Source: an optimization exercise on an open RTL-to-GDS flow (aim: small area, a short achievable clock period and few clock cycles). Production flows keep margins and buffers that such runs may drop.
In this exercise RTL edits were held to simulation tests only and were not proved equivalent to the original.
Power and IR drop assume default switching activity.

== run A ==
Design sfr_top, start of the top module:
module sfr_top (
    input  wire        clk,
    input  wire        rst,
    input  wire        evt_valid,
    input  wire [31:0] evt_data,
    output wire        evt_ready,
    output wire        rec_valid,
    output reg  [2:0]  rec_port,
    output reg         rec_last,
    output reg  [7:0]  rec_data,
    output wire [15:0] status,
    output wire [31:0] config_word,
    output wire [31:0] baud_word,
    output wire [31:0] stage_word
);
Size: roughly 160 I/O pins, about 50000 µm² of cells after synthesis.
clock: 10.0 ns
lec_check: 0
cap_margin: 20
core_margin: 2
core_utilization: 50
slew_margin: 20
standard.sh (not shown) runs the stock make flow with config.mk's settings and CLKGATE_MAP_FILE= SYNTH_SCRIPT=/design/flow/synth_recipe.tcl, a recipe that flattens the netlist after the stock synthesis.
==> flow/flow/run.sh <==
#!/bin/bash
# Own layout flow: the standard ORFS flow (standard.sh) with these changes to how
# the layout is optimised (the design, clock period and constraints are unchanged):
#  - the port buffers are plain buffers (buf_2) instead of the delay cell buffer_ports
#    picks by default;
#  - the sizer may change a cell's footprint (MATCH_CELL_FOOTPRINT 0);
#  - clock tree synthesis adds no dummy loads and uses clkbuf_16 with up to 26 sinks per leaf buffer;
set -euo pipefail
MARGIN=${MARGIN:-7.0}
TNS=${TNS:-3}
bash standard.sh SETUP_SLACK_MARGIN=$MARGIN TNS_END_PERCENT=$TNS MATCH_CELL_FOOTPRINT=0 \
  "BUFFER_PORTS_ARGS=-buffer_cell sky130_fd_sc_hd__buf_2" \
  "CTS_ARGS=-sink_clustering_enable -repair_clock_nets -dont_use_dummy_load -sink_clustering_size 26 -sink_clustering_max_diameter 80 -buf_list sky130_fd_sc_hd__clkbuf_16" \
  finish > flow_make.log 2>&1
In summary, run A completed successfully, with a layout that passed the timing, design-rule and antenna checks.
Testbench counts of run A, summed over its fixed seeds: cycles 88,023.
## Diff of input files: run B against run A
==> flow/flow/run.sh <==
#!/bin/bash
# Own layout flow: the standard ORFS flow (standard.sh) with these changes to how
# the layout is optimised (the design, clock period and constraints are unchanged):
#  - the port buffers are plain buffers (buf_4) instead of the delay cell buffer_ports
#    picks by default;
#  - the sizer may change a cell's footprint (MATCH_CELL_FOOTPRINT 0);
#  - clock tree synthesis adds no dummy loads;
set -euo pipefail
MARGIN=${MARGIN:-7.0}
TNS=${TNS:-10}
bash standard.sh SETUP_SLACK_MARGIN=$MARGIN TNS_END_PERCENT=$TNS MATCH_CELL_FOOTPRINT=0 \
  "BUFFER_PORTS_ARGS=-buffer_cell sky130_fd_sc_hd__buf_4" \
  "CTS_ARGS=-sink_clustering_enable -repair_clock_nets -dont_use_dummy_load" \
  finish > flow_make.log 2>&1
Findings:
- Run B went all the way through synthesis, placement and routing and the layout is clean on timing, DRC and antenna.
- Comparing run B and run A, the higher number of iterations in the first detailed-routing pass is on run A.
- NOTE: via count in run B exceeds that of run A
- Share of post-route cells with drive strength above 1 (run B over run A): increase, 2.8 points
- Summary: worst-case headroom to the max-slew limit, run B worse than run A
- Comparing the two runs side by side, run B comes out behind run A on final area.
- Run B vs. run A: net load switching power went up by 15%.
Input-level comparison between run C and run B:
Settings: CORE_UTILIZATION now 40, was 50.
==> flow/flow/run.sh <==
#!/bin/bash
# Own layout flow: the standard ORFS flow (standard.sh) with these changes to how
# the layout is optimised (the design, clock period and constraints are unchanged):
#  - the port buffers are plain buffers (buf_2) instead of the delay cell buffer_ports
#    picks by default;
#  - the sizer may change a cell's footprint (MATCH_CELL_FOOTPRINT 0);
#  - clock tree synthesis adds no dummy loads and uses clkbuf_16 with up to 26 sinks per leaf buffer;
set -euo pipefail
MARGIN=${MARGIN:-7.0}
TNS=${TNS:-10}
bash standard.sh SETUP_SLACK_MARGIN=$MARGIN TNS_END_PERCENT=$TNS MATCH_CELL_FOOTPRINT=0 \
  "BUFFER_PORTS_ARGS=-buffer_cell sky130_fd_sc_hd__buf_2" \
  "CTS_ARGS=-sink_clustering_enable -repair_clock_nets -dont_use_dummy_load -sink_clustering_size 26 -sink_clustering_max_diameter 80 -buf_list sky130_fd_sc_hd__clkbuf_16" \
  finish > flow_make.log 2>&1
[summary]
- Timing, DRC, antenna: 0 failures across run C and run B
- Run B ended up with rec_data[7] as its end point of the critical path; run C ended up with rec_data[3].
- In the reports for run C and run B, the larger total number of tap cells belongs to run C.
- As far as number of flip-flops and latches goes, run B and run C are indistinguishable; the numbers are identical.
- Taking run B as the reference, in run C via count shrank by 1255, routing usage on met2 decreased by 8.9 points relative to the old numbers, initial antenna violation count fell by 1, power now sits lower, final critical-path required period now sits higher.
Input changes introduced in run D (baseline for comparison: run C):
Settings: a change of CORE_UTILIZATION from 40 to 65.
==> comparison <==
Higher largest net degree at the start of global routing among run D and run C: run D
Of the two values seen for library cell contributing the largest single delay on the critical path, or4_4 was produced by run C and or3_4 by run D.
Between run C and run D, count of clock-buffer cells in the layout decreased.
Taking run C as the reference, in run D fmax rose by about 0.5%, share of final-layout standard cells stronger than drive strength 1 rose by 1.8 points.
diff inputs: run D => run E
Settings: CORE_UTILIZATION now 50, was 65.
--- outcome ---
On tightest hold margin: between run D and run E, it ends up lower for run D. Per the comparison of run E with run D, total design power climbed 0.62%, register area has remained practically unchanged. or4_4 as the slowest cell on the critical path was reported by run E, and or3_4 by run D. Comparing run D and run E, the higher met3 track demand over resource in global routing was measured on run D. Cmp run E vs run D: signed area change from the synthesized netlist to the final layout lower in run E. Run E vs run D: clock power up. Relative to run D, period utilization decreased by 1.6 points in run E.

port drivers added, routing unchanged:
The flow's constraints put no driver on any port. The routed layouts listed below were extracted and timed again, unchanged, in two steps. Step 1: set_driving_cell puts a clkbuf_16 on clk and a buf_2 on each other input, an assumption about the parent block. Step 2 also shifts input and output timing later by t, the mid clock arrival at the registers, as if the neighbouring blocks saw the same clock. Three values: no drivers, after step 1, after step 2; two values: the first two.
| run | t, ns | slack for setup (ns) | worst setup path after step 2 | worst slew at a driven data input, ns |
|---|---|---|---|---|
| run A | 0.740 | 6.274 / 6.151 / 5.410 | input to register | 0.36 |
| run B | 0.750 | 6.249 / 6.123 / 5.373 | input to register | 0.36 |
| run C | 0.734 | 6.097 / 6.000 / 5.266 | input to register | 0.32 |
| run D | 0.691 | 6.117 / 6.063 / 5.372 | input to register | 0.31 |
| run E | 0.730 | 6.280 / 6.136 / 5.407 | input to register | 0.38 |
After both steps every run listed still meets setup and hold. The setup slack of run B, which loses most, moves by -0.126 ns with the drivers and by -0.876 ns with both steps.
